What follows belongs to an exercise in optimizing a design on an open flow for small area, a short achievable clock period and few clock cycles; a production flow would make more cautious choices.
No run shown here included a check of the RTL's function; only the layout flow was run.
Power figures rest on the tool's default switching activity, not on a simulated workload.

$ cat config.mk
export PLATFORM = sky130hd
export DESIGN_NAME = pgc_units
export DESIGN_NICKNAME = pgc_units
export VERILOG_FILES = /design/flow/design.v
export SDC_FILE = /design/flow/constraint.sdc
export NUM_CORES = 4
export LEC_CHECK = 0
export CAP_MARGIN = 20
export CORE_MARGIN = 2
export CORE_UTILIZATION = 40
export CTS_BUF_LIST = sky130_fd_sc_hd__clkbuf_4 sky130_fd_sc_hd__clkbuf_8
export CTS_CLUSTER_SIZE = 30
export SETUP_SLACK_MARGIN = 3
export SLEW_MARGIN = 20
$ cat constraint.sdc
create_clock -name core_clock -period 8.0 [get_ports {clk}]
set_input_delay 1.6000 -clock core_clock [delete_from_list [all_inputs] [get_ports {clk}]]
set_output_delay 1.6000 -clock core_clock [all_outputs]
set_load 0.01 [all_outputs]
$ cat design.v
module pgc_units (
    input  wire        clk,
    input  wire        rst,           
    input  wire        cmd_valid,
    output wire        cmd_ready,
    input  wire [3:0]  cmd_op,
    input  wire [31:0] cmd_opa,
    output reg         rsp_valid,
    output reg         rsp_refused,
    output reg  [31:0] rsp_res
);
    localparam [3:0] OP_CRC_NEW   = 4'h1;
    localparam [3:0] OP_CRC_UPD   = 4'h2;
    localparam [3:0] OP_CRC_SUM16 = 4'h3;
    localparam [3:0] OP_CIPH_NEW  = 4'h4;
    localparam [3:0] OP_CIPH_ENC  = 4'h5;
    localparam [15:0] CRC_INIT     = 16'hC387;
    localparam [15:0] CRC_FEEDBACK = 16'hC37B;
    localparam [31:0] KEY          = 32'h43202F2F;
    localparam [29:0] POS_INIT     = 30'h3F7FFFD0;   
    reg [15:0] crc;
    reg [31:0] lcg;
    reg [29:0] pos;
    function [15:0] crc_update;
        input [15:0] c_in;
        input [7:0]  b;
        reg   [15:0] c;
        integer      i;
        begin
            c = c_in ^ {8'h00, b};
            for (i = 0; i < 8; i = i + 1)
                c = c[0] ? ((c >> 1) ^ CRC_FEEDBACK) : (c >> 1);
            crc_update = c;
        end
    endfunction
    wire [31:0] res_x = cmd_opa ^ {pos, 2'b00} ^ KEY;
    wire [31:0] lcg_next;
    wire [31:0] res_next;
    wire m_s0 = lcg[4] ^ lcg[0];
    wire m_c0 = lcg[4] & lcg[0];
    wire m_s1 = lcg[5] ^ ~lcg[3] ^ lcg[1];
    wire m_c1 = (lcg[5] & ~lcg[3]) | (lcg[5] & lcg[1]) | (~lcg[3] & lcg[1]);
    wire m_s2 = lcg[6] ^ ~lcg[4] ^ lcg[2];
    wire m_c2 = (lcg[6] & ~lcg[4]) | (lcg[6] & lcg[2]) | (~lcg[4] & lcg[2]);
    wire m_s3 = lcg[7] ^ lcg[3];
    wire m_c3 = lcg[7] & lcg[3];
    wire m_s4 = ~lcg[5] ^ lcg[0] ^ m_c2;
    wire m_c4 = (~lcg[5] & lcg[0]) | (~lcg[5] & m_c2) | (lcg[0] & m_c2);
    wire m_s5 = lcg[8] ^ lcg[4] ^ lcg[1];
    wire m_c5 = (lcg[8] & lcg[4]) | (lcg[8] & lcg[1]) | (lcg[4] & lcg[1]);
    wire m_s6 = ~lcg[6] ^ m_c3 ^ m_s5;
    wire m_c6 = (~lcg[6] & m_c3) | (~lcg[6] & m_s5) | (m_c3 & m_s5);
    wire m_s7 = lcg[9] ^ lcg[5];
    wire m_c7 = lcg[9] & lcg[5];
    wire m_s8 = ~lcg[7] ^ lcg[2] ^ lcg[0];
    wire m_c8 = (~lcg[7] & lcg[2]) | (~lcg[7] & lcg[0]) | (lcg[2] & lcg[0]);
    wire m_s9 = m_c5 ^ m_s7 ^ m_s8;
    wire m_c9 = (m_c5 & m_s7) | (m_c5 & m_s8) | (m_s7 & m_s8);
    wire m_s10 = lcg[10] ^ lcg[6] ^ lcg[3];
    wire m_c10 = (lcg[10] & lcg[6]) | (lcg[10] & lcg[3]) | (lcg[6] & lcg[3]);
    wire m_s11 = ~lcg[8] ^ lcg[1] ^ m_c7;
    wire m_c11 = (~lcg[8] & lcg[1]) | (~lcg[8] & m_c7) | (lcg[1] & m_c7);
    wire m_s12 = m_c8 ^ m_s10 ^ m_s11;
    wire m_c12 = (m_c8 & m_s10) | (m_c8 & m_s11) | (m_s10 & m_s11);
    wire m_s13 = lcg[11] ^ lcg[7] ^ lcg[4];
    wire m_c13 = (lcg[11] & lcg[7]) | (lcg[11] & lcg[4]) | (lcg[7] & lcg[4]);
    wire m_s14 = lcg[9] ^ ~lcg[2] ^ lcg[0];
    wire m_c14 = (lcg[9] & ~lcg[2]) | (lcg[9] & lcg[0]) | (~lcg[2] & lcg[0]);
    wire m_s15 = m_c10 ^ m_s13 ^ ~m_s14;
    wire m_c15 = (m_c10 & m_s13) | (m_c10 & ~m_s14) | (m_s13 & ~m_s14);
    wire m_s16 = m_c11 ^ m_s15 ^ m_c12;
    wire m_c16 = (m_c11 & m_s15) | (m_c11 & m_c12) | (m_s15 & m_c12);
    wire m_s17 = lcg[12] ^ lcg[8] ^ lcg[5];
    wire m_c17 = (lcg[12] & lcg[8]) | (lcg[12] & lcg[5]) | (lcg[8] & lcg[5]);
    wire m_s18 = lcg[10] ^ ~lcg[3] ^ lcg[1];
    wire m_c18 = (lcg[10] & ~lcg[3]) | (lcg[10] & lcg[1]) | (~lcg[3] & lcg[1]);
    wire m_s19 = m_c13 ^ ~m_c14 ^ m_s17;
    wire m_c19 = (m_c13 & ~m_c14) | (m_c13 & m_s17) | (~m_c14 & m_s17);
    wire m_s20 = ~m_s18 ^ m_c15 ^ m_s19;
    wire m_c20 = (~m_s18 & m_c15) | (~m_s18 & m_s19) | (m_c15 & m_s19);
    wire m_s21 = lcg[13] ^ lcg[9];
    wire m_c21 = lcg[13] & lcg[9];
    wire m_s22 = lcg[6] ^ lcg[4] ^ lcg[0];
    wire m_c22 = (lcg[6] & lcg[4]) | (lcg[6] & lcg[0]) | (lcg[4] & lcg[0]);
    wire m_s23 = lcg[11] ^ lcg[2] ^ m_c18;
    wire m_c23 = (lcg[11] & lcg[2]) | (lcg[11] & m_c18) | (lcg[2] & m_c18);
    wire m_s24 = m_c17 ^ m_s21 ^ m_s22;
    wire m_c24 = (m_c17 & m_s21) | (m_c17 & m_s22) | (m_s21 & m_s22);
    wire m_s25 = m_c19 ^ ~m_s23 ^ m_s24;
    wire m_c25 = (m_c19 & ~m_s23) | (m_c19 & m_s24) | (~m_s23 & m_s24);
    wire m_s26 = lcg[14] ^ lcg[10] ^ lcg[7];
    wire m_c26 = (lcg[14] & lcg[10]) | (lcg[14] & lcg[7]) | (lcg[10] & lcg[7]);
    wire m_s27 = lcg[12] ^ ~lcg[5] ^ lcg[3];
    wire m_c27 = (lcg[12] & ~lcg[5]) | (lcg[12] & lcg[3]) | (~lcg[5] & lcg[3]);
    wire m_s28 = lcg[1] ^ m_c21 ^ m_c22;
    wire m_c28 = (lcg[1] & m_c21) | (lcg[1] & m_c22) | (m_c21 & m_c22);
    wire m_s29 = ~m_s26 ^ m_s27 ^ m_c23;
    wire m_c29 = (~m_s26 & m_s27) | (~m_s26 & m_c23) | (m_s27 & m_c23);
    wire m_s30 = m_c24 ^ m_s28 ^ m_c25;
    wire m_c30 = (m_c24 & m_s28) | (m_c24 & m_c25) | (m_s28 & m_c25);
    wire m_s31 = lcg[15] ^ lcg[11] ^ lcg[8];
    wire m_c31 = (lcg[15] & lcg[11]) | (lcg[15] & lcg[8]) | (lcg[11] & lcg[8]);
    wire m_s32 = lcg[13] ^ lcg[4] ^ lcg[0];
    wire m_c32 = (lcg[13] & lcg[4]) | (lcg[13] & lcg[0]) | (lcg[4] & lcg[0]);
    wire m_s33 = lcg[6] ^ lcg[2] ^ m_c26;
    wire m_c33 = (lcg[6] & lcg[2]) | (lcg[6] & m_c26) | (lcg[2] & m_c26);
    wire m_s34 = m_c27 ^ ~m_s31 ^ m_s32;
    wire m_c34 = (m_c27 & ~m_s31) | (m_c27 & m_s32) | (~m_s31 & m_s32);
    wire m_s35 = m_c28 ^ m_s33 ^ ~m_s34;
    wire m_c35 = (m_c28 & m_s33) | (m_c28 & ~m_s34) | (m_s33 & ~m_s34);
    wire m_s36 = ~m_c29 ^ m_s35 ^ m_c30;
    wire m_c36 = (~m_c29 & m_s35) | (~m_c29 & m_c30) | (m_s35 & m_c30);
    wire m_s37 = lcg[16] ^ lcg[12] ^ lcg[9];
    wire m_c37 = (lcg[16] & lcg[12]) | (lcg[16] & lcg[9]) | (lcg[12] & lcg[9]);
    wire m_s38 = lcg[14] ^ lcg[5] ^ lcg[1];
    wire m_c38 = (lcg[14] & lcg[5]) | (lcg[14] & lcg[1]) | (lcg[5] & lcg[1]);
    wire m_s39 = lcg[7] ^ lcg[3] ^ m_c31;
    wire m_c39 = (lcg[7] & lcg[3]) | (lcg[7] & m_c31) | (lcg[3] & m_c31);
    wire m_s40 = m_c32 ^ ~m_s37 ^ m_s38;
    wire m_c40 = (m_c32 & ~m_s37) | (m_c32 & m_s38) | (~m_s37 & m_s38);
    wire m_s41 = m_c33 ^ m_s39 ^ ~m_c34;
    wire m_c41 = (m_c33 & m_s39) | (m_c33 & ~m_c34) | (m_s39 & ~m_c34);
    wire m_s42 = ~m_s40 ^ m_s41 ^ m_c35;
    wire m_c42 = (~m_s40 & m_s41) | (~m_s40 & m_c35) | (m_s41 & m_c35);
    wire m_s43 = lcg[17] ^ lcg[13] ^ lcg[10];
    wire m_c43 = (lcg[17] & lcg[13]) | (lcg[17] & lcg[10]) | (lcg[13] & lcg[10]);
    wire m_s44 = lcg[15] ^ lcg[6] ^ lcg[2];
    wire m_c44 = (lcg[15] & lcg[6]) | (lcg[15] & lcg[2]) | (lcg[6] & lcg[2]);
    wire m_s45 = lcg[8] ^ lcg[4] ^ m_c37;
    wire m_c45 = (lcg[8] & lcg[4]) | (lcg[8] & m_c37) | (lcg[4] & m_c37);
    wire m_s46 = m_c38 ^ ~m_s43 ^ m_s44;
    wire m_c46 = (m_c38 & ~m_s43) | (m_c38 & m_s44) | (~m_s43 & m_s44);
    wire m_s47 = m_c39 ^ m_s45 ^ ~m_c40;
    wire m_c47 = (m_c39 & m_s45) | (m_c39 & ~m_c40) | (m_s45 & ~m_c40);
    wire m_s48 = ~m_s46 ^ m_c41 ^ m_s47;
    wire m_c48 = (~m_s46 & m_c41) | (~m_s46 & m_s47) | (m_c41 & m_s47);
    wire m_s49 = lcg[18] ^ lcg[14] ^ lcg[11];
    wire m_c49 = (lcg[18] & lcg[14]) | (lcg[18] & lcg[11]) | (lcg[14] & lcg[11]);
    wire m_s50 = lcg[16] ^ lcg[7] ^ lcg[3];
    wire m_c50 = (lcg[16] & lcg[7]) | (lcg[16] & lcg[3]) | (lcg[7] & lcg[3]);
    wire m_s51 = lcg[9] ^ lcg[5] ^ ~lcg[0];
    wire m_c51 = (lcg[9] & lcg[5]) | (lcg[9] & ~lcg[0]) | (lcg[5] & ~lcg[0]);
    wire m_s52 = m_c43 ^ ~m_c44 ^ m_s49;
    wire m_c52 = (m_c43 & ~m_c44) | (m_c43 & m_s49) | (~m_c44 & m_s49);
    wire m_s53 = ~m_s50 ^ m_s51 ^ m_c45;
    wire m_c53 = (~m_s50 & m_s51) | (~m_s50 & m_c45) | (m_s51 & m_c45);
    wire m_s54 = ~m_c46 ^ m_s52 ^ m_s53;
    wire m_c54 = (~m_c46 & m_s52) | (~m_c46 & m_s53) | (m_s52 & m_s53);
    wire m_s55 = m_c47 ^ m_s54 ^ m_c48;
    wire m_c55 = (m_c47 & m_s54) | (m_c47 & m_c48) | (m_s54 & m_c48);
    wire m_s56 = lcg[19] ^ lcg[15] ^ lcg[12];
    wire m_c56 = (lcg[19] & lcg[15]) | (lcg[19] & lcg[12]) | (lcg[15] & lcg[12]);
    wire m_s57 = lcg[17] ^ lcg[8] ^ lcg[4];
    wire m_c57 = (lcg[17] & lcg[8]) | (lcg[17] & lcg[4]) | (lcg[8] & lcg[4]);
    wire m_s58 = lcg[10] ^ lcg[6] ^ ~lcg[1];
    wire m_c58 = (lcg[10] & lcg[6]) | (lcg[10] & ~lcg[1]) | (lcg[6] & ~lcg[1]);
    wire m_s59 = m_c49 ^ ~m_c50 ^ m_c51;
    wire m_c59 = (m_c49 & ~m_c50) | (m_c49 & m_c51) | (~m_c50 & m_c51);
    wire m_s60 = m_s56 ^ ~m_s57 ^ m_s58;
    wire m_c60 = (m_s56 & ~m_s57) | (m_s56 & m_s58) | (~m_s57 & m_s58);
    wire m_s61 = m_c52 ^ m_s59 ^ m_s60;
    wire m_c61 = (m_c52 & m_s59) | (m_c52 & m_s60) | (m_s59 & m_s60);
    wire m_s62 = m_c53 ^ m_s61 ^ m_c54;
    wire m_c62 = (m_c53 & m_s61) | (m_c53 & m_c54) | (m_s61 & m_c54);
    wire m_s63 = lcg[20] ^ lcg[16] ^ lcg[13];
    wire m_c63 = (lcg[20] & lcg[16]) | (lcg[20] & lcg[13]) | (lcg[16] & lcg[13]);
    wire m_s64 = lcg[18] ^ lcg[9] ^ lcg[5];
    wire m_c64 = (lcg[18] & lcg[9]) | (lcg[18] & lcg[5]) | (lcg[9] & lcg[5]);
    wire m_s65 = lcg[11] ^ lcg[7] ^ ~lcg[2];
    wire m_c65 = (lcg[11] & lcg[7]) | (lcg[11] & ~lcg[2]) | (lcg[7] & ~lcg[2]);
    wire m_s66 = m_c56 ^ ~m_c57 ^ m_c58;
    wire m_c66 = (m_c56 & ~m_c57) | (m_c56 & m_c58) | (~m_c57 & m_c58);
    wire m_s67 = m_s63 ^ ~m_s64 ^ m_s65;
    wire m_c67 = (m_s63 & ~m_s64) | (m_s63 & m_s65) | (~m_s64 & m_s65);
    wire m_s68 = m_c59 ^ m_c60 ^ m_s66;
    wire m_c68 = (m_c59 & m_c60) | (m_c59 & m_s66) | (m_c60 & m_s66);
    wire m_s69 = m_s67 ^ m_c61 ^ m_s68;
    wire m_c69 = (m_s67 & m_c61) | (m_s67 & m_s68) | (m_c61 & m_s68);
    wire m_s70 = lcg[21] ^ lcg[17];
    wire m_c70 = lcg[21] & lcg[17];
    wire m_s71 = lcg[19] ^ lcg[10] ^ lcg[6];
    wire m_c71 = (lcg[19] & lcg[10]) | (lcg[19] & lcg[6]) | (lcg[10] & lcg[6]);
    wire m_s72 = lcg[14] ^ lcg[12] ^ lcg[8];
    wire m_c72 = (lcg[14] & lcg[12]) | (lcg[14] & lcg[8]) | (lcg[12] & lcg[8]);
    wire m_s73 = ~lcg[3] ^ lcg[0] ^ m_c63;
    wire m_c73 = (~lcg[3] & lcg[0]) | (~lcg[3] & m_c63) | (lcg[0] & m_c63);
    wire m_s74 = m_c65 ^ m_s70 ^ m_s72;
    wire m_c74 = (m_c65 & m_s70) | (m_c65 & m_s72) | (m_s70 & m_s72);
    wire m_s75 = ~m_c64 ^ m_c66 ^ m_s73;
    wire m_c75 = (~m_c64 & m_c66) | (~m_c64 & m_s73) | (m_c66 & m_s73);
    wire m_s76 = ~m_s71 ^ m_c67 ^ m_s74;
    wire m_c76 = (~m_s71 & m_c67) | (~m_s71 & m_s74) | (m_c67 & m_s74);
    wire m_s77 = m_c68 ^ m_s75 ^ m_s76;
    wire m_c77 = (m_c68 & m_s75) | (m_c68 & m_s76) | (m_s75 & m_s76);
    wire m_s78 = lcg[22] ^ lcg[18] ^ lcg[15];
    wire m_c78 = (lcg[22] & lcg[18]) | (lcg[22] & lcg[15]) | (lcg[18] & lcg[15]);
    wire m_s79 = lcg[20] ^ lcg[11] ^ lcg[7];
    wire m_c79 = (lcg[20] & lcg[11]) | (lcg[20] & lcg[7]) | (lcg[11] & lcg[7]);
    wire m_s80 = lcg[13] ^ lcg[9] ^ lcg[1];
    wire m_c80 = (lcg[13] & lcg[9]) | (lcg[13] & lcg[1]) | (lcg[9] & lcg[1]);
    wire m_s81 = ~lcg[4] ^ m_c70 ^ m_c72;
    wire m_c81 = (~lcg[4] & m_c70) | (~lcg[4] & m_c72) | (m_c70 & m_c72);
    wire m_s82 = ~m_c71 ^ m_s78 ^ m_s80;
    wire m_c82 = (~m_c71 & m_s78) | (~m_c71 & m_s80) | (m_s78 & m_s80);
    wire m_s83 = m_c73 ^ m_c74 ^ m_s81;
    wire m_c83 = (m_c73 & m_c74) | (m_c73 & m_s81) | (m_c74 & m_s81);
    wire m_s84 = ~m_s79 ^ m_s82 ^ m_c75;
    wire m_c84 = (~m_s79 & m_s82) | (~m_s79 & m_c75) | (m_s82 & m_c75);
    wire m_s85 = m_c76 ^ m_s83 ^ m_s84;
    wire m_c85 = (m_c76 & m_s83) | (m_c76 & m_s84) | (m_s83 & m_s84);
    wire m_s86 = lcg[23] ^ lcg[19];
    wire m_c86 = lcg[23] & lcg[19];
    wire m_s87 = lcg[21] ^ lcg[12] ^ lcg[8];
    wire m_c87 = (lcg[21] & lcg[12]) | (lcg[21] & lcg[8]) | (lcg[12] & lcg[8]);
    wire m_s88 = lcg[16] ^ lcg[14] ^ lcg[10];
    wire m_c88 = (lcg[16] & lcg[14]) | (lcg[16] & lcg[10]) | (lcg[14] & lcg[10]);
    wire m_s89 = ~lcg[5] ^ lcg[2] ^ lcg[0];
    wire m_c89 = (~lcg[5] & lcg[2]) | (~lcg[5] & lcg[0]) | (lcg[2] & lcg[0]);
    wire m_s90 = m_c78 ^ ~m_c79 ^ m_c80;
    wire m_c90 = (m_c78 & ~m_c79) | (m_c78 & m_c80) | (~m_c79 & m_c80);
    wire m_s91 = m_s86 ^ m_s88 ^ m_s89;
    wire m_c91 = (m_s86 & m_s88) | (m_s86 & m_s89) | (m_s88 & m_s89);
    wire m_s92 = ~m_s87 ^ m_c81 ^ m_c82;
    wire m_c92 = (~m_s87 & m_c81) | (~m_s87 & m_c82) | (m_c81 & m_c82);
    wire m_s93 = m_s90 ^ m_s91 ^ m_c83;
    wire m_c93 = (m_s90 & m_s91) | (m_s90 & m_c83) | (m_s91 & m_c83);
    wire m_s94 = m_s92 ^ m_c84 ^ m_s93;
    wire m_c94 = (m_s92 & m_c84) | (m_s92 & m_s93) | (m_c84 & m_s93);
    wire m_s95 = lcg[24] ^ lcg[20] ^ lcg[17];
    wire m_c95 = (lcg[24] & lcg[20]) | (lcg[24] & lcg[17]) | (lcg[20] & lcg[17]);
    wire m_s96 = lcg[22] ^ lcg[13] ^ lcg[9];
    wire m_c96 = (lcg[22] & lcg[13]) | (lcg[22] & lcg[9]) | (lcg[13] & lcg[9]);
    wire m_s97 = lcg[15] ^ lcg[11] ^ lcg[3];
    wire m_c97 = (lcg[15] & lcg[11]) | (lcg[15] & lcg[3]) | (lcg[11] & lcg[3]);
    wire m_s98 = lcg[1] ^ m_c86 ^ m_c88;
    wire m_c98 = (lcg[1] & m_c86) | (lcg[1] & m_c88) | (m_c86 & m_c88);
    wire m_s99 = lcg[6] ^ m_c87 ^ m_s96;
    wire m_c99 = (lcg[6] & m_c87) | (lcg[6] & m_s96) | (m_c87 & m_s96);
    wire m_s100 = m_c89 ^ m_s95 ^ m_s97;
    wire m_c100 = (m_c89 & m_s95) | (m_c89 & m_s97) | (m_s95 & m_s97);
    wire m_s101 = m_c90 ^ m_s98 ^ m_c91;
    wire m_c101 = (m_c90 & m_s98) | (m_c90 & m_c91) | (m_s98 & m_c91);
    wire m_s102 = ~m_s99 ^ m_s100 ^ m_c92;
    wire m_c102 = (~m_s99 & m_s100) | (~m_s99 & m_c92) | (m_s100 & m_c92);
    wire m_s103 = m_s101 ^ m_c93 ^ m_s102;
    wire m_c103 = (m_s101 & m_c93) | (m_s101 & m_s102) | (m_c93 & m_s102);
    wire m_s104 = lcg[25] ^ lcg[21] ^ lcg[18];
    wire m_c104 = (lcg[25] & lcg[21]) | (lcg[25] & lcg[18]) | (lcg[21] & lcg[18]);
    wire m_s105 = lcg[23] ^ lcg[14] ^ lcg[10];
    wire m_c105 = (lcg[23] & lcg[14]) | (lcg[23] & lcg[10]) | (lcg[14] & lcg[10]);
    wire m_s106 = lcg[16] ^ lcg[12] ^ lcg[4];
    wire m_c106 = (lcg[16] & lcg[12]) | (lcg[16] & lcg[4]) | (lcg[12] & lcg[4]);
    wire m_s107 = lcg[2] ^ m_c95 ^ m_c97;
    wire m_c107 = (lcg[2] & m_c95) | (lcg[2] & m_c97) | (m_c95 & m_c97);
    wire m_s108 = lcg[7] ^ m_c96 ^ m_s105;
    wire m_c108 = (lcg[7] & m_c96) | (lcg[7] & m_s105) | (m_c96 & m_s105);
    wire m_s109 = m_s104 ^ m_s106 ^ m_c98;
    wire m_c109 = (m_s104 & m_s106) | (m_s104 & m_c98) | (m_s106 & m_c98);
    wire m_s110 = ~m_c99 ^ m_c100 ^ m_s107;
    wire m_c110 = (~m_c99 & m_c100) | (~m_c99 & m_s107) | (m_c100 & m_s107);
    wire m_s111 = ~m_s108 ^ m_s109 ^ m_c101;
    wire m_c111 = (~m_s108 & m_s109) | (~m_s108 & m_c101) | (m_s109 & m_c101);
    wire m_s112 = m_s110 ^ m_c102 ^ m_s111;
    wire m_c112 = (m_s110 & m_c102) | (m_s110 & m_s111) | (m_c102 & m_s111);
    wire m_s113 = lcg[26] ^ lcg[22] ^ lcg[19];
    wire m_c113 = (lcg[26] & lcg[22]) | (lcg[26] & lcg[19]) | (lcg[22] & lcg[19]);
    wire m_s114 = lcg[24] ^ lcg[15] ^ lcg[11];
    wire m_c114 = (lcg[24] & lcg[15]) | (lcg[24] & lcg[11]) | (lcg[15] & lcg[11]);
    wire m_s115 = lcg[17] ^ lcg[13] ^ lcg[5];
    wire m_c115 = (lcg[17] & lcg[13]) | (lcg[17] & lcg[5]) | (lcg[13] & lcg[5]);
    wire m_s116 = lcg[3] ^ m_c104 ^ m_c106;
    wire m_c116 = (lcg[3] & m_c104) | (lcg[3] & m_c106) | (m_c104 & m_c106);
    wire m_s117 = lcg[8] ^ m_c105 ^ m_s114;
    wire m_c117 = (lcg[8] & m_c105) | (lcg[8] & m_s114) | (m_c105 & m_s114);
    wire m_s118 = m_s113 ^ m_s115 ^ m_c107;
    wire m_c118 = (m_s113 & m_s115) | (m_s113 & m_c107) | (m_s115 & m_c107);
    wire m_s119 = m_c108 ^ ~m_s116 ^ m_s117;
    wire m_c119 = (m_c108 & ~m_s116) | (m_c108 & m_s117) | (~m_s116 & m_s117);
    wire m_s120 = m_c109 ^ m_s118 ^ m_c110;
    wire m_c120 = (m_c109 & m_s118) | (m_c109 & m_c110) | (m_s118 & m_c110);
    wire m_s121 = ~m_s119 ^ m_c111 ^ m_s120;
    wire m_c121 = (~m_s119 & m_c111) | (~m_s119 & m_s120) | (m_c111 & m_s120);
    wire m_s122 = lcg[27] ^ lcg[23] ^ lcg[20];
    wire m_c122 = (lcg[27] & lcg[23]) | (lcg[27] & lcg[20]) | (lcg[23] & lcg[20]);
    wire m_s123 = lcg[25] ^ lcg[16] ^ lcg[12];
    wire m_c123 = (lcg[25] & lcg[16]) | (lcg[25] & lcg[12]) | (lcg[16] & lcg[12]);
    wire m_s124 = lcg[18] ^ lcg[14] ^ lcg[6];
    wire m_c124 = (lcg[18] & lcg[14]) | (lcg[18] & lcg[6]) | (lcg[14] & lcg[6]);
    wire m_s125 = lcg[4] ^ m_c113 ^ m_c115;
    wire m_c125 = (lcg[4] & m_c113) | (lcg[4] & m_c115) | (m_c113 & m_c115);
    wire m_s126 = lcg[9] ^ m_c114 ^ m_s123;
    wire m_c126 = (lcg[9] & m_c114) | (lcg[9] & m_s123) | (m_c114 & m_s123);
    wire m_s127 = m_s122 ^ m_s124 ^ m_c116;
    wire m_c127 = (m_s122 & m_s124) | (m_s122 & m_c116) | (m_s124 & m_c116);
    wire m_s128 = m_c117 ^ ~m_s125 ^ m_s126;
    wire m_c128 = (m_c117 & ~m_s125) | (m_c117 & m_s126) | (~m_s125 & m_s126);
    wire m_s129 = m_c118 ^ m_s127 ^ ~m_c119;
    wire m_c129 = (m_c118 & m_s127) | (m_c118 & ~m_c119) | (m_s127 & ~m_c119);
    wire m_s130 = ~m_s128 ^ m_c120 ^ m_s129;
    wire m_c130 = (~m_s128 & m_c120) | (~m_s128 & m_s129) | (m_c120 & m_s129);
    wire m_s131 = lcg[28] ^ lcg[24];
    wire m_c131 = lcg[28] & lcg[24];
    wire m_s132 = lcg[26] ^ lcg[17] ^ lcg[13];
    wire m_c132 = (lcg[26] & lcg[17]) | (lcg[26] & lcg[13]) | (lcg[17] & lcg[13]);
    wire m_s133 = lcg[21] ^ lcg[19] ^ lcg[15];
    wire m_c133 = (lcg[21] & lcg[19]) | (lcg[21] & lcg[15]) | (lcg[19] & lcg[15]);
    wire m_s134 = lcg[7] ^ lcg[5] ^ lcg[0];
    wire m_c134 = (lcg[7] & lcg[5]) | (lcg[7] & lcg[0]) | (lcg[5] & lcg[0]);
    wire m_s135 = ~lcg[10] ^ m_c122 ^ m_c124;
    wire m_c135 = (~lcg[10] & m_c122) | (~lcg[10] & m_c124) | (m_c122 & m_c124);
    wire m_s136 = m_s131 ^ m_s133 ^ m_s134;
    wire m_c136 = (m_s131 & m_s133) | (m_s131 & m_s134) | (m_s133 & m_s134);
    wire m_s137 = m_c123 ^ m_s132 ^ ~m_c125;
    wire m_c137 = (m_c123 & m_s132) | (m_c123 & ~m_c125) | (m_s132 & ~m_c125);
    wire m_s138 = ~m_c126 ^ m_s135 ^ m_s136;
    wire m_c138 = (~m_c126 & m_s135) | (~m_c126 & m_s136) | (m_s135 & m_s136);
    wire m_s139 = ~m_c127 ^ m_s137 ^ m_c128;
    wire m_c139 = (~m_c127 & m_s137) | (~m_c127 & m_c128) | (m_s137 & m_c128);
    wire m_s140 = m_s138 ^ m_c129 ^ ~m_s139;
    wire m_c140 = (m_s138 & m_c129) | (m_s138 & ~m_s139) | (m_c129 & ~m_s139);
    wire m_s141 = lcg[29] ^ lcg[25] ^ lcg[22];
    wire m_c141 = (lcg[29] & lcg[25]) | (lcg[29] & lcg[22]) | (lcg[25] & lcg[22]);
    wire m_s142 = lcg[27] ^ lcg[18] ^ lcg[14];
    wire m_c142 = (lcg[27] & lcg[18]) | (lcg[27] & lcg[14]) | (lcg[18] & lcg[14]);
    wire m_s143 = lcg[20] ^ lcg[16] ^ lcg[8];
    wire m_c143 = (lcg[20] & lcg[16]) | (lcg[20] & lcg[8]) | (lcg[16] & lcg[8]);
    wire m_s144 = ~lcg[11] ^ lcg[6] ^ lcg[1];
    wire m_c144 = (~lcg[11] & lcg[6]) | (~lcg[11] & lcg[1]) | (lcg[6] & lcg[1]);
    wire m_s145 = m_c131 ^ m_c133 ^ m_c134;
    wire m_c145 = (m_c131 & m_c133) | (m_c131 & m_c134) | (m_c133 & m_c134);
    wire m_s146 = ~m_c132 ^ m_s141 ^ m_s143;
    wire m_c146 = (~m_c132 & m_s141) | (~m_c132 & m_s143) | (m_s141 & m_s143);
    wire m_s147 = ~m_s142 ^ m_s144 ^ m_c135;
    wire m_c147 = (~m_s142 & m_s144) | (~m_s142 & m_c135) | (m_s144 & m_c135);
    wire m_s148 = m_c136 ^ m_s145 ^ m_s146;
    wire m_c148 = (m_c136 & m_s145) | (m_c136 & m_s146) | (m_s145 & m_s146);
    wire m_s149 = ~m_c137 ^ m_s147 ^ m_c138;
    wire m_c149 = (~m_c137 & m_s147) | (~m_c137 & m_c138) | (m_s147 & m_c138);
    wire m_s150 = m_s148 ^ ~m_c139 ^ m_s149;
    wire m_c150 = (m_s148 & ~m_c139) | (m_s148 & m_s149) | (~m_c139 & m_s149);
    wire m_s151 = lcg[30] ^ lcg[26] ^ lcg[23];
    wire m_c151 = (lcg[30] & lcg[26]) | (lcg[30] & lcg[23]) | (lcg[26] & lcg[23]);
    wire m_s152 = lcg[28] ^ lcg[19] ^ lcg[15];
    wire m_c152 = (lcg[28] & lcg[19]) | (lcg[28] & lcg[15]) | (lcg[19] & lcg[15]);
    wire m_s153 = lcg[21] ^ lcg[17] ^ lcg[9];
    wire m_c153 = (lcg[21] & lcg[17]) | (lcg[21] & lcg[9]) | (lcg[17] & lcg[9]);
    wire m_s154 = ~lcg[12] ^ lcg[7] ^ lcg[2];
    wire m_c154 = (~lcg[12] & lcg[7]) | (~lcg[12] & lcg[2]) | (lcg[7] & lcg[2]);
    wire m_s155 = m_c141 ^ m_c143 ^ m_c144;
    wire m_c155 = (m_c141 & m_c143) | (m_c141 & m_c144) | (m_c143 & m_c144);
    wire m_s156 = ~m_c142 ^ m_s151 ^ m_s153;
    wire m_c156 = (~m_c142 & m_s151) | (~m_c142 & m_s153) | (m_s151 & m_s153);
    wire m_s157 = ~m_s152 ^ m_s154 ^ m_c145;
    wire m_c157 = (~m_s152 & m_s154) | (~m_s152 & m_c145) | (m_s154 & m_c145);
    wire m_s158 = m_c146 ^ m_s155 ^ m_s156;
    wire m_c158 = (m_c146 & m_s155) | (m_c146 & m_s156) | (m_s155 & m_s156);
    wire m_s159 = m_c147 ^ m_s157 ^ m_c148;
    wire m_c159 = (m_c147 & m_s157) | (m_c147 & m_c148) | (m_s157 & m_c148);
    wire m_s160 = m_s158 ^ m_c149 ^ m_s159;
    wire m_c160 = (m_s158 & m_c149) | (m_s158 & m_s159) | (m_c149 & m_s159);
    wire m_s161 = lcg[31] ^ lcg[27] ^ lcg[24];
    wire m_s162 = lcg[29] ^ lcg[20] ^ lcg[16];
    wire m_s163 = lcg[22] ^ lcg[18] ^ lcg[10];
    wire m_s164 = ~lcg[13] ^ lcg[8] ^ lcg[3];
    wire m_s165 = ~lcg[0] ^ m_c151 ^ m_c153;
    wire m_s166 = m_c154 ^ m_s161 ^ m_s163;
    wire m_s167 = m_c152 ^ m_s162 ^ ~m_s164;
    wire m_s168 = m_c155 ^ m_c156 ^ m_s165;
    wire m_s169 = m_s166 ^ ~m_s167 ^ m_c157;
    wire m_s170 = m_c158 ^ m_s168 ^ m_s169;
    wire m_s171 = m_c159 ^ m_s170 ^ m_c160;
    wire m_p0 = ~lcg[0];
    wire m_p1 = ~lcg[1] ^ 1'b1;
    wire m_g1 = ~lcg[1] & 1'b1;
    wire m_p2 = ~lcg[2] ^ lcg[0];
    wire m_g2 = ~lcg[2] & lcg[0];
    wire m_p3 = ~lcg[3] ^ lcg[1];
    wire m_g3 = ~lcg[3] & lcg[1];
    wire m_p4 = lcg[2] ^ ~m_s0;
    wire m_g4 = lcg[2] & ~m_s0;
    wire m_p5 = ~m_c0 ^ ~m_s1;
    wire m_g5 = ~m_c0 & ~m_s1;
    wire m_p6 = ~m_c1 ^ ~m_s2;
    wire m_g6 = ~m_c1 & ~m_s2;
    wire m_p7 = ~m_s3 ^ ~m_s4;
    wire m_g7 = ~m_s3 & ~m_s4;
    wire m_p8 = ~m_c4 ^ ~m_s6;
    wire m_g8 = ~m_c4 & ~m_s6;
    wire m_p9 = ~m_c6 ^ ~m_s9;
    wire m_g9 = ~m_c6 & ~m_s9;
    wire m_p10 = ~m_c9 ^ ~m_s12;
    wire m_g10 = ~m_c9 & ~m_s12;
    wire m_p11 = ~m_s16;
    wire m_p12 = ~m_c16 ^ ~m_s20;
    wire m_g12 = ~m_c16 & ~m_s20;
    wire m_p13 = ~m_c20 ^ ~m_s25;
    wire m_g13 = ~m_c20 & ~m_s25;
    wire m_p14 = m_s29 ^ ~m_s30;
    wire m_g14 = m_s29 & ~m_s30;
    wire m_p15 = ~m_s36;
    wire m_p16 = ~m_c36 ^ ~m_s42;
    wire m_g16 = ~m_c36 & ~m_s42;
    wire m_p17 = ~m_c42 ^ ~m_s48;
    wire m_g17 = ~m_c42 & ~m_s48;
    wire m_p18 = ~m_s55;
    wire m_p19 = ~m_c55 ^ ~m_s62;
    wire m_g19 = ~m_c55 & ~m_s62;
    wire m_p20 = ~m_c62 ^ ~m_s69;
    wire m_g20 = ~m_c62 & ~m_s69;
    wire m_p21 = ~m_c69 ^ ~m_s77;
    wire m_g21 = ~m_c69 & ~m_s77;
    wire m_p22 = ~m_c77 ^ ~m_s85;
    wire m_g22 = ~m_c77 & ~m_s85;
    wire m_p23 = ~m_c85 ^ ~m_s94;
    wire m_g23 = ~m_c85 & ~m_s94;
    wire m_p24 = ~m_c94 ^ ~m_s103;
    wire m_g24 = ~m_c94 & ~m_s103;
    wire m_p25 = ~m_c103 ^ ~m_s112;
    wire m_g25 = ~m_c103 & ~m_s112;
    wire m_p26 = ~m_c112 ^ ~m_s121;
    wire m_g26 = ~m_c112 & ~m_s121;
    wire m_p27 = ~m_c121 ^ ~m_s130;
    wire m_g27 = ~m_c121 & ~m_s130;
    wire m_p28 = ~m_c130 ^ ~m_s140;
    wire m_g28 = ~m_c130 & ~m_s140;
    wire m_p29 = ~m_c140 ^ ~m_s150;
    wire m_g29 = ~m_c140 & ~m_s150;
    wire m_p30 = ~m_c150 ^ ~m_s160;
    wire m_g30 = ~m_c150 & ~m_s160;
    wire m_p31 = ~m_s171;
    wire m_Gs0_1 = m_g1;
    wire m_Ps0_1 = (m_p1 & m_p0);
    wire m_Gs0_3 = (m_g3 | (m_p3 & m_g2));
    wire m_Ps0_3 = (m_p3 & m_p2);
    wire m_Gs0_5 = (m_g5 | (m_p5 & m_g4));
    wire m_Ps0_5 = (m_p5 & m_p4);
    wire m_Gs0_7 = (m_g7 | (m_p7 & m_g6));
    wire m_Ps0_7 = (m_p7 & m_p6);
    wire m_Gs0_9 = (m_g9 | (m_p9 & m_g8));
    wire m_Ps0_9 = (m_p9 & m_p8);
    wire m_Gs0_11 = (m_p11 & m_g10);
    wire m_Ps0_11 = (m_p11 & m_p10);
    wire m_Gs0_13 = (m_g13 | (m_p13 & m_g12));
    wire m_Ps0_13 = (m_p13 & m_p12);
    wire m_Gs0_15 = (m_p15 & m_g14);
    wire m_Ps0_15 = (m_p15 & m_p14);
    wire m_Gs0_17 = (m_g17 | (m_p17 & m_g16));
    wire m_Ps0_17 = (m_p17 & m_p16);
    wire m_Gs0_19 = m_g19;
    wire m_Ps0_19 = (m_p19 & m_p18);
    wire m_Gs0_21 = (m_g21 | (m_p21 & m_g20));
    wire m_Ps0_21 = (m_p21 & m_p20);
    wire m_Gs0_23 = (m_g23 | (m_p23 & m_g22));
    wire m_Ps0_23 = (m_p23 & m_p22);
    wire m_Gs0_25 = (m_g25 | (m_p25 & m_g24));
    wire m_Ps0_25 = (m_p25 & m_p24);
    wire m_Gs0_27 = (m_g27 | (m_p27 & m_g26));
    wire m_Ps0_27 = (m_p27 & m_p26);
    wire m_Gs0_29 = (m_g29 | (m_p29 & m_g28));
    wire m_Ps0_29 = (m_p29 & m_p28);
    wire m_Gs0_31 = (m_p31 & m_g30);
    wire m_Ps0_31 = (m_p31 & m_p30);
    wire m_Gs1_2 = (m_g2 | (m_p2 & m_Gs0_1));
    wire m_Ps1_2 = (m_p2 & m_Ps0_1);
    wire m_Gs1_3 = (m_Gs0_3 | (m_Ps0_3 & m_Gs0_1));
    wire m_Ps1_3 = (m_Ps0_3 & m_Ps0_1);
    wire m_Gs1_6 = (m_g6 | (m_p6 & m_Gs0_5));
    wire m_Ps1_6 = (m_p6 & m_Ps0_5);
    wire m_Gs1_7 = (m_Gs0_7 | (m_Ps0_7 & m_Gs0_5));
    wire m_Ps1_7 = (m_Ps0_7 & m_Ps0_5);
    wire m_Gs1_10 = (m_g10 | (m_p10 & m_Gs0_9));
    wire m_Ps1_10 = (m_p10 & m_Ps0_9);
    wire m_Gs1_11 = (m_Gs0_11 | (m_Ps0_11 & m_Gs0_9));
    wire m_Ps1_11 = (m_Ps0_11 & m_Ps0_9);
    wire m_Gs1_14 = (m_g14 | (m_p14 & m_Gs0_13));
    wire m_Ps1_14 = (m_p14 & m_Ps0_13);
    wire m_Gs1_15 = (m_Gs0_15 | (m_Ps0_15 & m_Gs0_13));
    wire m_Ps1_15 = (m_Ps0_15 & m_Ps0_13);
    wire m_Gs1_18 = (m_p18 & m_Gs0_17);
    wire m_Ps1_18 = (m_p18 & m_Ps0_17);
    wire m_Gs1_19 = (m_Gs0_19 | (m_Ps0_19 & m_Gs0_17));
    wire m_Ps1_19 = (m_Ps0_19 & m_Ps0_17);
    wire m_Gs1_22 = (m_g22 | (m_p22 & m_Gs0_21));
    wire m_Ps1_22 = (m_p22 & m_Ps0_21);
    wire m_Gs1_23 = (m_Gs0_23 | (m_Ps0_23 & m_Gs0_21));
    wire m_Ps1_23 = (m_Ps0_23 & m_Ps0_21);
    wire m_Gs1_26 = (m_g26 | (m_p26 & m_Gs0_25));
    wire m_Ps1_26 = (m_p26 & m_Ps0_25);
    wire m_Gs1_27 = (m_Gs0_27 | (m_Ps0_27 & m_Gs0_25));
    wire m_Ps1_27 = (m_Ps0_27 & m_Ps0_25);
    wire m_Gs1_30 = (m_g30 | (m_p30 & m_Gs0_29));
    wire m_Ps1_30 = (m_p30 & m_Ps0_29);
    wire m_Gs1_31 = (m_Gs0_31 | (m_Ps0_31 & m_Gs0_29));
    wire m_Ps1_31 = (m_Ps0_31 & m_Ps0_29);
    wire m_Gs2_4 = (m_g4 | (m_p4 & m_Gs1_3));
    wire m_Ps2_4 = (m_p4 & m_Ps1_3);
    wire m_Gs2_5 = (m_Gs0_5 | (m_Ps0_5 & m_Gs1_3));
    wire m_Ps2_5 = (m_Ps0_5 & m_Ps1_3);
    wire m_Gs2_6 = (m_Gs1_6 | (m_Ps1_6 & m_Gs1_3));
    wire m_Ps2_6 = (m_Ps1_6 & m_Ps1_3);
    wire m_Gs2_7 = (m_Gs1_7 | (m_Ps1_7 & m_Gs1_3));
    wire m_Ps2_7 = (m_Ps1_7 & m_Ps1_3);
    wire m_Gs2_12 = (m_g12 | (m_p12 & m_Gs1_11));
    wire m_Ps2_12 = (m_p12 & m_Ps1_11);
    wire m_Gs2_13 = (m_Gs0_13 | (m_Ps0_13 & m_Gs1_11));
    wire m_Ps2_13 = (m_Ps0_13 & m_Ps1_11);
    wire m_Gs2_14 = (m_Gs1_14 | (m_Ps1_14 & m_Gs1_11));
    wire m_Ps2_14 = (m_Ps1_14 & m_Ps1_11);
    wire m_Gs2_15 = (m_Gs1_15 | (m_Ps1_15 & m_Gs1_11));
    wire m_Ps2_15 = (m_Ps1_15 & m_Ps1_11);
    wire m_Gs2_20 = (m_g20 | (m_p20 & m_Gs1_19));
    wire m_Ps2_20 = (m_p20 & m_Ps1_19);
    wire m_Gs2_21 = (m_Gs0_21 | (m_Ps0_21 & m_Gs1_19));
    wire m_Ps2_21 = (m_Ps0_21 & m_Ps1_19);
    wire m_Gs2_22 = (m_Gs1_22 | (m_Ps1_22 & m_Gs1_19));
    wire m_Ps2_22 = (m_Ps1_22 & m_Ps1_19);
    wire m_Gs2_23 = (m_Gs1_23 | (m_Ps1_23 & m_Gs1_19));
    wire m_Ps2_23 = (m_Ps1_23 & m_Ps1_19);
    wire m_Gs2_28 = (m_g28 | (m_p28 & m_Gs1_27));
    wire m_Ps2_28 = (m_p28 & m_Ps1_27);
    wire m_Gs2_29 = (m_Gs0_29 | (m_Ps0_29 & m_Gs1_27));
    wire m_Ps2_29 = (m_Ps0_29 & m_Ps1_27);
    wire m_Gs2_30 = (m_Gs1_30 | (m_Ps1_30 & m_Gs1_27));
    wire m_Ps2_30 = (m_Ps1_30 & m_Ps1_27);
    wire m_Gs2_31 = (m_Gs1_31 | (m_Ps1_31 & m_Gs1_27));
    wire m_Ps2_31 = (m_Ps1_31 & m_Ps1_27);
    wire m_Gs3_8 = (m_g8 | (m_p8 & m_Gs2_7));
    wire m_Ps3_8 = (m_p8 & m_Ps2_7);
    wire m_Gs3_9 = (m_Gs0_9 | (m_Ps0_9 & m_Gs2_7));
    wire m_Ps3_9 = (m_Ps0_9 & m_Ps2_7);
    wire m_Gs3_10 = (m_Gs1_10 | (m_Ps1_10 & m_Gs2_7));
    wire m_Ps3_10 = (m_Ps1_10 & m_Ps2_7);
    wire m_Gs3_11 = (m_Gs1_11 | (m_Ps1_11 & m_Gs2_7));
    wire m_Ps3_11 = (m_Ps1_11 & m_Ps2_7);
    wire m_Gs3_12 = (m_Gs2_12 | (m_Ps2_12 & m_Gs2_7));
    wire m_Ps3_12 = (m_Ps2_12 & m_Ps2_7);
    wire m_Gs3_13 = (m_Gs2_13 | (m_Ps2_13 & m_Gs2_7));
    wire m_Ps3_13 = (m_Ps2_13 & m_Ps2_7);
    wire m_Gs3_14 = (m_Gs2_14 | (m_Ps2_14 & m_Gs2_7));
    wire m_Ps3_14 = (m_Ps2_14 & m_Ps2_7);
    wire m_Gs3_15 = (m_Gs2_15 | (m_Ps2_15 & m_Gs2_7));
    wire m_Ps3_15 = (m_Ps2_15 & m_Ps2_7);
    wire m_Gs3_24 = (m_g24 | (m_p24 & m_Gs2_23));
    wire m_Ps3_24 = (m_p24 & m_Ps2_23);
    wire m_Gs3_25 = (m_Gs0_25 | (m_Ps0_25 & m_Gs2_23));
    wire m_Ps3_25 = (m_Ps0_25 & m_Ps2_23);
    wire m_Gs3_26 = (m_Gs1_26 | (m_Ps1_26 & m_Gs2_23));
    wire m_Ps3_26 = (m_Ps1_26 & m_Ps2_23);
    wire m_Gs3_27 = (m_Gs1_27 | (m_Ps1_27 & m_Gs2_23));
    wire m_Ps3_27 = (m_Ps1_27 & m_Ps2_23);
    wire m_Gs3_28 = (m_Gs2_28 | (m_Ps2_28 & m_Gs2_23));
    wire m_Ps3_28 = (m_Ps2_28 & m_Ps2_23);
    wire m_Gs3_29 = (m_Gs2_29 | (m_Ps2_29 & m_Gs2_23));
    wire m_Ps3_29 = (m_Ps2_29 & m_Ps2_23);
    wire m_Gs3_30 = (m_Gs2_30 | (m_Ps2_30 & m_Gs2_23));
    wire m_Ps3_30 = (m_Ps2_30 & m_Ps2_23);
    wire m_Gs3_31 = (m_Gs2_31 | (m_Ps2_31 & m_Gs2_23));
    wire m_Ps3_31 = (m_Ps2_31 & m_Ps2_23);
    wire m_Gs4_16 = (m_g16 | (m_p16 & m_Gs3_15));
    wire m_Ps4_16 = (m_p16 & m_Ps3_15);
    wire m_Gs4_17 = (m_Gs0_17 | (m_Ps0_17 & m_Gs3_15));
    wire m_Ps4_17 = (m_Ps0_17 & m_Ps3_15);
    wire m_Gs4_18 = (m_Gs1_18 | (m_Ps1_18 & m_Gs3_15));
    wire m_Ps4_18 = (m_Ps1_18 & m_Ps3_15);
    wire m_Gs4_19 = (m_Gs1_19 | (m_Ps1_19 & m_Gs3_15));
    wire m_Ps4_19 = (m_Ps1_19 & m_Ps3_15);
    wire m_Gs4_20 = (m_Gs2_20 | (m_Ps2_20 & m_Gs3_15));
    wire m_Ps4_20 = (m_Ps2_20 & m_Ps3_15);
    wire m_Gs4_21 = (m_Gs2_21 | (m_Ps2_21 & m_Gs3_15));
    wire m_Ps4_21 = (m_Ps2_21 & m_Ps3_15);
    wire m_Gs4_22 = (m_Gs2_22 | (m_Ps2_22 & m_Gs3_15));
    wire m_Ps4_22 = (m_Ps2_22 & m_Ps3_15);
    wire m_Gs4_23 = (m_Gs2_23 | (m_Ps2_23 & m_Gs3_15));
    wire m_Ps4_23 = (m_Ps2_23 & m_Ps3_15);
    wire m_Gs4_24 = (m_Gs3_24 | (m_Ps3_24 & m_Gs3_15));
    wire m_Ps4_24 = (m_Ps3_24 & m_Ps3_15);
    wire m_Gs4_25 = (m_Gs3_25 | (m_Ps3_25 & m_Gs3_15));
    wire m_Ps4_25 = (m_Ps3_25 & m_Ps3_15);
    wire m_Gs4_26 = (m_Gs3_26 | (m_Ps3_26 & m_Gs3_15));
    wire m_Ps4_26 = (m_Ps3_26 & m_Ps3_15);
    wire m_Gs4_27 = (m_Gs3_27 | (m_Ps3_27 & m_Gs3_15));
    wire m_Ps4_27 = (m_Ps3_27 & m_Ps3_15);
    wire m_Gs4_28 = (m_Gs3_28 | (m_Ps3_28 & m_Gs3_15));
    wire m_Ps4_28 = (m_Ps3_28 & m_Ps3_15);
    wire m_Gs4_29 = (m_Gs3_29 | (m_Ps3_29 & m_Gs3_15));
    wire m_Ps4_29 = (m_Ps3_29 & m_Ps3_15);
    wire m_Gs4_30 = (m_Gs3_30 | (m_Ps3_30 & m_Gs3_15));
    wire m_Ps4_30 = (m_Ps3_30 & m_Ps3_15);
    wire m_Gs4_31 = (m_Gs3_31 | (m_Ps3_31 & m_Gs3_15));
    wire m_Ps4_31 = (m_Ps3_31 & m_Ps3_15);
    assign lcg_next[0] = m_p0;
    assign lcg_next[1] = m_p1;
    assign lcg_next[2] = m_p2 ^ m_Gs0_1;
    assign lcg_next[3] = m_p3 ^ m_Gs1_2;
    assign lcg_next[4] = m_p4 ^ m_Gs1_3;
    assign lcg_next[5] = m_p5 ^ m_Gs2_4;
    assign lcg_next[6] = m_p6 ^ m_Gs2_5;
    assign lcg_next[7] = m_p7 ^ m_Gs2_6;
    assign lcg_next[8] = m_p8 ^ m_Gs2_7;
    assign lcg_next[9] = m_p9 ^ m_Gs3_8;
    assign lcg_next[10] = m_p10 ^ m_Gs3_9;
    assign lcg_next[11] = m_p11 ^ m_Gs3_10;
    assign lcg_next[12] = m_p12 ^ m_Gs3_11;
    assign lcg_next[13] = m_p13 ^ m_Gs3_12;
    assign lcg_next[14] = m_p14 ^ m_Gs3_13;
    assign lcg_next[15] = m_p15 ^ m_Gs3_14;
    assign lcg_next[16] = m_p16 ^ m_Gs3_15;
    assign lcg_next[17] = m_p17 ^ m_Gs4_16;
    assign lcg_next[18] = m_p18 ^ m_Gs4_17;
    assign lcg_next[19] = m_p19 ^ m_Gs4_18;
    assign lcg_next[20] = m_p20 ^ m_Gs4_19;
    assign lcg_next[21] = m_p21 ^ m_Gs4_20;
    assign lcg_next[22] = m_p22 ^ m_Gs4_21;
    assign lcg_next[23] = m_p23 ^ m_Gs4_22;
    assign lcg_next[24] = m_p24 ^ m_Gs4_23;
    assign lcg_next[25] = m_p25 ^ m_Gs4_24;
    assign lcg_next[26] = m_p26 ^ m_Gs4_25;
    assign lcg_next[27] = m_p27 ^ m_Gs4_26;
    assign lcg_next[28] = m_p28 ^ m_Gs4_27;
    assign lcg_next[29] = m_p29 ^ m_Gs4_28;
    assign lcg_next[30] = m_p30 ^ m_Gs4_29;
    assign lcg_next[31] = m_p31 ^ m_Gs4_30;
    assign res_next[0] = m_p0 ^ res_x[0];
    assign res_next[1] = m_p1 ^ res_x[1];
    assign res_next[2] = m_p2 ^ res_x[2] ^ m_Gs0_1;
    assign res_next[3] = m_p3 ^ res_x[3] ^ m_Gs1_2;
    assign res_next[4] = m_p4 ^ res_x[4] ^ m_Gs1_3;
    assign res_next[5] = m_p5 ^ res_x[5] ^ m_Gs2_4;
    assign res_next[6] = m_p6 ^ res_x[6] ^ m_Gs2_5;
    assign res_next[7] = m_p7 ^ res_x[7] ^ m_Gs2_6;
    assign res_next[8] = m_p8 ^ res_x[8] ^ m_Gs2_7;
    assign res_next[9] = m_p9 ^ res_x[9] ^ m_Gs3_8;
    assign res_next[10] = m_p10 ^ res_x[10] ^ m_Gs3_9;
    assign res_next[11] = m_p11 ^ res_x[11] ^ m_Gs3_10;
    assign res_next[12] = m_p12 ^ res_x[12] ^ m_Gs3_11;
    assign res_next[13] = m_p13 ^ res_x[13] ^ m_Gs3_12;
    assign res_next[14] = m_p14 ^ res_x[14] ^ m_Gs3_13;
    assign res_next[15] = m_p15 ^ res_x[15] ^ m_Gs3_14;
    assign res_next[16] = m_p16 ^ res_x[16] ^ m_Gs3_15;
    assign res_next[17] = m_p17 ^ res_x[17] ^ m_Gs4_16;
    assign res_next[18] = m_p18 ^ res_x[18] ^ m_Gs4_17;
    assign res_next[19] = m_p19 ^ res_x[19] ^ m_Gs4_18;
    assign res_next[20] = m_p20 ^ res_x[20] ^ m_Gs4_19;
    assign res_next[21] = m_p21 ^ res_x[21] ^ m_Gs4_20;
    assign res_next[22] = m_p22 ^ res_x[22] ^ m_Gs4_21;
    assign res_next[23] = m_p23 ^ res_x[23] ^ m_Gs4_22;
    assign res_next[24] = m_p24 ^ res_x[24] ^ m_Gs4_23;
    assign res_next[25] = m_p25 ^ res_x[25] ^ m_Gs4_24;
    assign res_next[26] = m_p26 ^ res_x[26] ^ m_Gs4_25;
    assign res_next[27] = m_p27 ^ res_x[27] ^ m_Gs4_26;
    assign res_next[28] = m_p28 ^ res_x[28] ^ m_Gs4_27;
    assign res_next[29] = m_p29 ^ res_x[29] ^ m_Gs4_28;
    assign res_next[30] = m_p30 ^ res_x[30] ^ m_Gs4_29;
    assign res_next[31] = m_p31 ^ res_x[31] ^ m_Gs4_30;
    wire accept = cmd_valid;
    wire is_crc_new = cmd_op == OP_CRC_NEW;
    wire is_crc_upd = cmd_op == OP_CRC_UPD;
    wire is_sum16   = cmd_op == OP_CRC_SUM16;
    wire is_new     = cmd_op == OP_CIPH_NEW;
    wire is_enc     = cmd_op == OP_CIPH_ENC;
    assign cmd_ready = 1'b1;
    always @(posedge clk) begin
        if (rst)
            rsp_valid <= 1'b0;
        else
            rsp_valid <= accept;
        rsp_refused <= cmd_op[3] | (cmd_op[2] & cmd_op[1]);
        rsp_res     <= is_sum16 ? {16'h0000, crc} : res_next;
        if (accept) begin
            if (is_crc_new) crc <= CRC_INIT;
            if (is_crc_upd) crc <= crc_update(crc, cmd_opa[7:0]);
            if (is_new) begin
                lcg <= cmd_opa;
                pos <= POS_INIT;
            end
            if (is_enc) begin
                lcg <= lcg_next;
                pos <= pos - 30'd1;
            end
        end
    end
endmodule
$ cat run.sh
#!/bin/bash
# synth_recipe.tcl (not shown) runs the flow's synth.tcl, then flattens the netlist and writes it again
# the make line also repeats each setting of config.mk as NAME=value (left out here)
make -C /OpenROAD-flow-scripts/flow DESIGN_CONFIG=/design/flow/config.mk WORK_HOME=/design/flow/orfs CLKGATE_MAP_FILE= SYNTH_SCRIPT=/design/flow/synth_recipe.tcl finish
==> impl_metrics.py, run 1 <==
metrics = {
    "clocking": {
        "tritoncts": "built",
        "tritoncts_num_sinks": 112,
        "cts.htree.levels": 3,
        "numCtsBuffers": 9,
        "worst_skew_pair_latency_ns": 0.39,
        "clk_root_buffer_cell": "clkbuf_8",
        "cts-hold-fix-buffers": 0,
        "path_clk_slew_ns": 0.11,
        "maximum_root_to_sink_buffer_count": 2,
    },
    "yosys": {
        "yosysMostFrequentCell": "inv_1",
        "synth-seq-cells": 112,
        "ys_types": 63,
        "asyncSetResetFlopFracSynth": 0,
        "netlist_top_cells_count": "194 x inv_1, 158 x fa_1, 124 x xnor2_1",
        "synth_edf_count": 78,
        "postSynthNetCount": 1226,
        "syn-cell-area_um2": 10620,
        "synth_top_area_frac": 0.2978,
        "synthesized_area_divided_by_synthesized_cell_count_um2": 10.69,
        "synth_top_cells_by_area": "fa_1 30%, edfxtp_1 22%, xnor2_1 10%, inv_1 6.9%, dfxtp_1 6.4%",
        "yosysSeqAreaShare": 0.2846,
        "synth_top_area_cell": "fa_1",
        "synth.yosys.warnings": 1,
        "ys.flop_type": "edfxtp_1",
        "post_synth_inst_count": 994,
    },
    "placed_design": {
        "gp_congestion": 0.9133,
        "dpl_worst_slack_ns": 2.322,
        "detailed_placement_hpwl_mm": 20.86,
        "port_buffers": 72,
        "postPlaceCellArea_um2": 11740,
    },
    "final_layout": {
        "multiInputGateArea_um2": 7109,
        "areaGrowthSynthToFinish_pct": 21.18,
        "fillCellCount": 2329,
        "finalNetCount": 1369,
        "ff_latch_area_um2": 3023,
        "utilization": 0.4940,
        "finish.instance_area_um2": 12870,
        "num_antenna_cells": 0,
        "fraction_of_layout_instances_using_a_drive_strength_above_1": 0.1620,
    },
    "timing": {
        "timing.final.ws_setup_ns": 3.034,
        "achievable-frequency_mhz": 201.4,
        "layout_min_cycle_time_ns": 4.966,
        "grt_setup_unrepaired": "true",
        "hold_ws_ns": 0.4917,
        "slew-limit-headroom": 0.4083,
        "finalHoldViolCount": 0,
        "timing_max_transition_violations_final": 0,
        "final.period_utilization": 0.6207,
        "max_slew.worst_pin.slew_ns": 0.8876,
        "number_of_setup_violations_in_the_final_report": 0,
        "final.setup_skew_ns": 0.01906,
        "fin_tns_setup_ns": 0,
    },
    "floorplanning": {
        "core_area_um2": 26060,
        "die_h_um": 167.0,
        "die-width_um": 167.0,
        "ioPinCount": 74,
        "std_cell_rows": 59,
        "start_util": 0.4076,
        "dieArea_um2": 27880,
    },
    "route": {
        "wl_per_cell_um": 18.62,
        "drtPass1Iterations": 5,
        "route.vias.total": 7200,
        "drt_first_iter_violations": 494,
        "vias_per_cell": 4.875,
        "route.final.wire_length_mm": 27.50,
        "drc": 0,
        "number_of_routed_nets_with_antenna_violations": 0,
    },
    "setup_path": {
        "cp_slowest_stage_delay_ns": 0.58,
        "start_kind": "flop",
        "critPathRequiredTime_ns": 8.12,
        "critical-path-top-cell-by-count": "fa_1",
        "timing.critical_path.to_type": "flop",
        "timing.critical_path.arrival_ns": 5.08,
        "crit_path_max_fanout": 3,
        "critical_path_class": "reg -> reg",
        "r2r_slack_ns": 3.03,
        "slowest_stage": "fa_1",
        "timing.critical_path.cells": "buf_6 -> buf_6 -> fa_1 -> fa_2 -> fa_2 -> inv_2 -> fa_1 -> fa_1 -> inv_2 -> ha_4 -> a21o_1 -> and2_4 -> o21bai_4 -> nor4b_4 -> o21bai_2 -> a21oi_2 -> xnor2_1 -> a211oi_1",
    },
    "run": {
        "timing.max_cap.violations": 0,
    },
    "pwr": {
        "cellPowerDensity_nw_per_um2": 210.6,
        "power.leakage_nw": 5.293,
        "worst_ir_drop_vdd_uv": 148.5,
    },
    "min_path": {
        "holdCritPathClass": "reg -> reg",
    },
    "global_route": {
        "first_global_vias": 7501,
        "grt.overflow.total": 0,
        "initial_antenna_violation_count": 0,
        "wire_length_of_the_first_global_routing_pass_mm": 42.87,
        "largest_net_degree_at_the_start_of_global_routing": 37,
        "grt_util_all_layers": 0.2023,
    },
    "run_status": {
        "status": "timing/DRC/antenna clean",
    },
}
==> final cells by class <==
cell class | count | share of cell area
clock buffer | 9 | 0.009623
clock inverter | 7 | 0.006124
inverter | 194 | 0.05706
multi-input combinational | 668 | 0.5523
sequential | 112 | 0.2348
tap | 335 | 0.03256
timing repair buffer | 152 | 0.1075
==> registers in the layout (all words and copies together) (netlist names) <==
name	flops
rsp_valid	1
pos	30
rsp_refused	1
crc	16
lcg	32
rsp_res	32
==> per-layer routing <==
metal,wire (um),up-vias,global-route usage
met5,0,-,0
met4,416,0,0.04948
met3,1656,28,0.03802
met2,12430,206,0.3042
met1,13000,3585,0.3023
li1,-,3381,-
==> per-stage QoR <==
stage	total power, mW	instances
final	2.711	1477
after global routing	2.904	1477
after CTS	2.600	1453
after detailed placement	2.121	1386
after global placement	2.119	1386
after floorplan	1.706	994
==> cell families (layout without fill, tap and decap cells) <==
logic type / count (synthesis) / count (layout) / share of synthesized area
AOI/OAI and AO/OA: 81 / 81 / 0.04759
muxes: 20 / 20 / 0.01885
and+or+nand+nor: 210 / 210 / 0.09529
DFF: 112 / 112 / 0.2846
xor gates and xnor gates: 163 / 163 / 0.1377
other: 1 / 1 / 0.0003530
buffers and inverters: 214 / 362 / 0.07668
adders and majority gates: 193 / 193 / 0.3390
==> report_power, final <==
group | internal, mW | switching [mW]
Sequential | 0.701 | 0.0261
Clock | 0.149 | 0.211
Combinational | 0.803 | 0.820
==> placed cells by master, fill, tap and decap left out, types with 5 or more instances in the layout <==
master / synthesis / layout
xor2_1: 36 / 36
nor3_1: 10 / 9
buf_4: 1 / 69
inv_1: 194 / 175
o21ai_0: 13 / 13
nand2_1: 53 / 50
clkdlybuf4s50_1: 0 / 71
xnor2_1: 124 / 123
mux2i_1: 20 / 20
o21ai_1: 8 / 7
edfxtp_1: 78 / 78
dfxtp_1: 34 / 34
fa_2: 0 / 18
o22ai_1: 5 / 5
nand3_1: 9 / 8
fa_1: 158 / 140
buf_6: 1 / 8
ha_1: 35 / 27
a21o_1: 10 / 10
ha_4: 0 / 7
a21oi_1: 21 / 18
inv_2: 0 / 17
clkbuf_8: 0 / 9
nor2_1: 87 / 85
==> what timing repair did <==
action / 4_1_cts / 5_1_grt
resized for setup: 37 / 48
pin swaps: 19 / 34
buffers inserted: 51 / 24
setup endpoints to repair: 31 / 27
==> critical path: cells and delay by family (launching register included) <==
family,cells,cell delay (ns)
compound gates,5,0.71
xor+xnor,1,0.13
fa+ha+maj,6,2.52
buf+inv,4,0.39
flops,1,0.49
simple gates,2,0.44
==> worst paths after layout <==
path	cells after the start	end	startpoint
min	2	rsp_res[5]	crc[5]
min reg2reg	2	rsp_res[5]	crc[5]
max	18	lcg[31]	lcg[13]
max reg2reg	18	lcg[31]	lcg[13]
==> run 2, diff against run 1 <==
--- a/config.mk
+++ b/config.mk
@@ -8,7 +8,5 @@
 export CAP_MARGIN = 20
 export CORE_MARGIN = 2
 export CORE_UTILIZATION = 40
-export CTS_BUF_LIST = sky130_fd_sc_hd__clkbuf_4 sky130_fd_sc_hd__clkbuf_8
-export CTS_CLUSTER_SIZE = 30
 export SETUP_SLACK_MARGIN = 3
 export SLEW_MARGIN = 20
==> impl_metrics.py, run 2 <==
metrics = {
    "run_status": {
        "status": "timing/DRC/antenna clean",
    },
    "min_path": {
        "hold-path-endpoint": "rsp_res[5]",
        "holdCritPathClass": "reg -> reg",
        "hold_path_depth": 2,
    },
    "timing": {
        "number_of_setup_violations_in_the_final_report": 0,
        "max_slew.worst_pin.slew_ns": 0.8851,
        "fin_tns_setup_ns": 0,
        "achievable-frequency_mhz": 199.7,
        "timing_max_transition_violations_final": 0,
        "slew-limit-headroom": 0.4100,
        "finalHoldViolCount": 0,
        "final.setup_skew_ns": 0.009833,
        "grt_setup_unrepaired": "true",
    },
    "yosys": {
        "synth_edf_count": 78,
        "postSynthNetCount": 1226,
        "yosysSeqAreaShare": 0.2846,
        "synth_top_cells_by_area": "fa_1 30%, edfxtp_1 22%, xnor2_1 10%, inv_1 6.9%, dfxtp_1 6.4%",
        "asyncSetResetFlopFracSynth": 0,
        "synth_top_area_cell": "fa_1",
        "syn-cell-area_um2": 10620,
        "synth.yosys.warnings": 1,
        "yosysMostFrequentCell": "inv_1",
        "synth-seq-cells": 112,
    },
    "final_layout": {
        "finalNonFillerCells": 1474,
        "areaGrowthSynthToFinish_pct": 21.70,
        "fillCellCount": 2337,
        "finalNetCount": 1366,
        "num_antenna_cells": 0,
        "mostFrequentLayoutCell": "inv_1",
    },
    "global_route": {
        "grt_util_all_layers": 0.2034,
        "wire_length_of_the_first_global_routing_pass_mm": 43.16,
        "first_global_vias": 7536,
        "initial_antenna_violation_count": 0,
        "largest_net_degree_at_the_start_of_global_routing": 37,
    },
    "setup_path": {
        "cp_slowest_stage_delay_ns": 0.58,
        "crit_path_max_fanout": 3,
        "rr_endpoint": "lcg[31]",
        "timing.critical_path.to_type": "flop",
        "slowest_stage": "fa_1",
        "critPathRequiredTime_ns": 8.08,
        "r2r.worst_path.cells": 18,
        "r2r_slack_ns": 2.99,
        "timing.critical_path.arrival_ns": 5.08,
        "timing.critical_path.cells": "buf_6 -> buf_4 -> fa_1 -> fa_2 -> fa_2 -> inv_2 -> fa_1 -> fa_1 -> inv_2 -> ha_4 -> a21o_1 -> and2_4 -> o21bai_4 -> nor4b_4 -> o21bai_2 -> a21oi_2 -> xnor2_1 -> a211oi_1",
        "critical-path-top-cell-by-count": "fa_1",
    },
    "placed_design": {
        "place.detailed.instances": 1386,
        "gp_congestion": 0.9133,
        "port_buffers": 72,
        "detailed_placement_hpwl_mm": 20.86,
    },
    "clocking": {
        "clk_root_buffer_cell": "clkbuf_16",
        "path_clk_slew_ns": 0.08,
        "tritoncts": "built",
        "worst_skew_pair_latency_ns": 0.36,
        "maximum_root_to_sink_buffer_count": 2,
        "tritoncts_num_sinks": 112,
        "cts-hold-fix-buffers": 0,
        "cts.htree.levels": 3,
    },
    "floorplanning": {
        "die_h_um": 167.0,
        "std_cell_rows": 59,
        "core_area_um2": 26060,
        "start_util": 0.4076,
        "die-width_um": 167.0,
    },
    "route": {
        "drc": 0,
        "route.vias.total": 7153,
        "route.final.wire_length_mm": 27.46,
        "routed.top_layer": "met4",
        "met1Wirelength_mm": 13.05,
        "wl_per_cell_um": 18.63,
        "met3_length_mm": 1.546,
    },
    "pwr": {
        "report.power.total_mw": 2.847,
        "power.leakage_nw": 5.304,
    },
}
[run 2: cell type report]
type	instances	area [um2]	area share
repair buffers	149	1351	0.1045
well taps	335	419.2	0.03242
clock inverters	7	78.83	0.006098
inverters	194	732.0	0.05662
multi-input cells	668	7098	0.5491
flip-flops and latches	112	3023	0.2338
clock buffers	9	225.2	0.01742
[run 2: cells by family (layout without fill, tap and decap cells)]
| logic type | Yosys count | in the layout | synth area share |
|---|---|---|---|
| and+or+nand+nor | 210 | 210 | 0.09529 |
| DFF | 112 | 112 | 0.2846 |
| AOI/OAI and AO/OA | 81 | 81 | 0.04759 |
| xor gates and xnor gates | 163 | 163 | 0.1377 |
| buffers and inverters | 214 | 359 | 0.07668 |
| adders and majority gates | 193 | 193 | 0.3390 |
| muxes | 20 | 20 | 0.01885 |
| other | 1 | 1 | 0.0003530 |
[run 2: worst reg2reg max path: stages (launching register included)]
cell and delay [ns]:
edfxtp_1 0.48, buf_6 0.18, buf_4 0.13, fa_1 0.51, fa_2 0.39, fa_2 0.40
inv_2 0.06, fa_1 0.44, fa_1 0.58, inv_2 0.05, ha_4 0.23, a21o_1 0.19
and2_4 0.14, o21bai_4 0.17, nor4b_4 0.30, o21bai_2 0.11, a21oi_2 0.17, xnor2_1 0.13
a211oi_1 0.09
[run 2: metrics by stage]
step                setup WS (ns)  hold WS [ns]
floorplan                   3.002        0.4570
global placement            2.352        0.4733
detailed placement          2.322        0.4671
CTS                         2.993        0.4864
global route                2.816        0.5404
finish                      2.993        0.4841
[run 2: power by group]
part | switching (mW) | internal (mW) | total [mW]
Clock | 0.220 | 0.247 | 0.467
Sequential | 0.0262 | 0.702 | 0.728
Combinational | 0.829 | 0.823 | 1.65
[run 2: worst max path at each step]
| stage | startpoint | to | cells after the start | slack (ns) |
|---|---|---|---|---|
| after floorplan | lcg[0] | lcg[31] | 17 | 3.00 |
| after global placement | lcg[0] | lcg[31] | 17 | 2.35 |
| after detailed placement | lcg[0] | lcg[31] | 18 | 2.32 |
| after CTS | lcg[10] | lcg[23] | 16 | 2.99 |
| after global routing | lcg[13] | lcg[31] | 18 | 2.82 |
| final | lcg[13] | lcg[31] | 18 | 2.99 |
[run 2: per-layer routing]
metal / global-route usage / vias up
met5: 0 / -
met4: 0.04085 / 0
met3: 0.03517 / 18
met2: 0.3140 / 210
met1: 0.3026 / 3553
li1: - / 3372
[run 2: timing repair]
item                       CTS  global route
pin swaps                   21            22
setup endpoints to repair   31            26
buffers inserted            65             7
resized for setup           44            33

## afterwards: timing with drivers on the ports
No port has a modelled driver above. Below, the same layouts with a new extraction and two added sets of constraints.
Step 1: set_driving_cell puts a clkbuf_16 on clk and a buf_2 on each other input, an assumption about the parent block.
Step 2 also shifts input and output timing later by t, the mid clock arrival at the registers, as if the neighbouring blocks saw the same clock.
a / b / c = no drivers / after step 1 / after step 2; a / b = the first two.
run | shift t [ns] | slack for setup (ns) | worst register clock-pin slew, ns
run 1 | 0.417 | 3.034 / 3.034 / 3.034 | 0.12 / 0.12
run 2 | 0.392 | 2.993 / 2.993 / 2.993 | 0.08 / 0.08
After both steps every run listed still meets setup and hold.
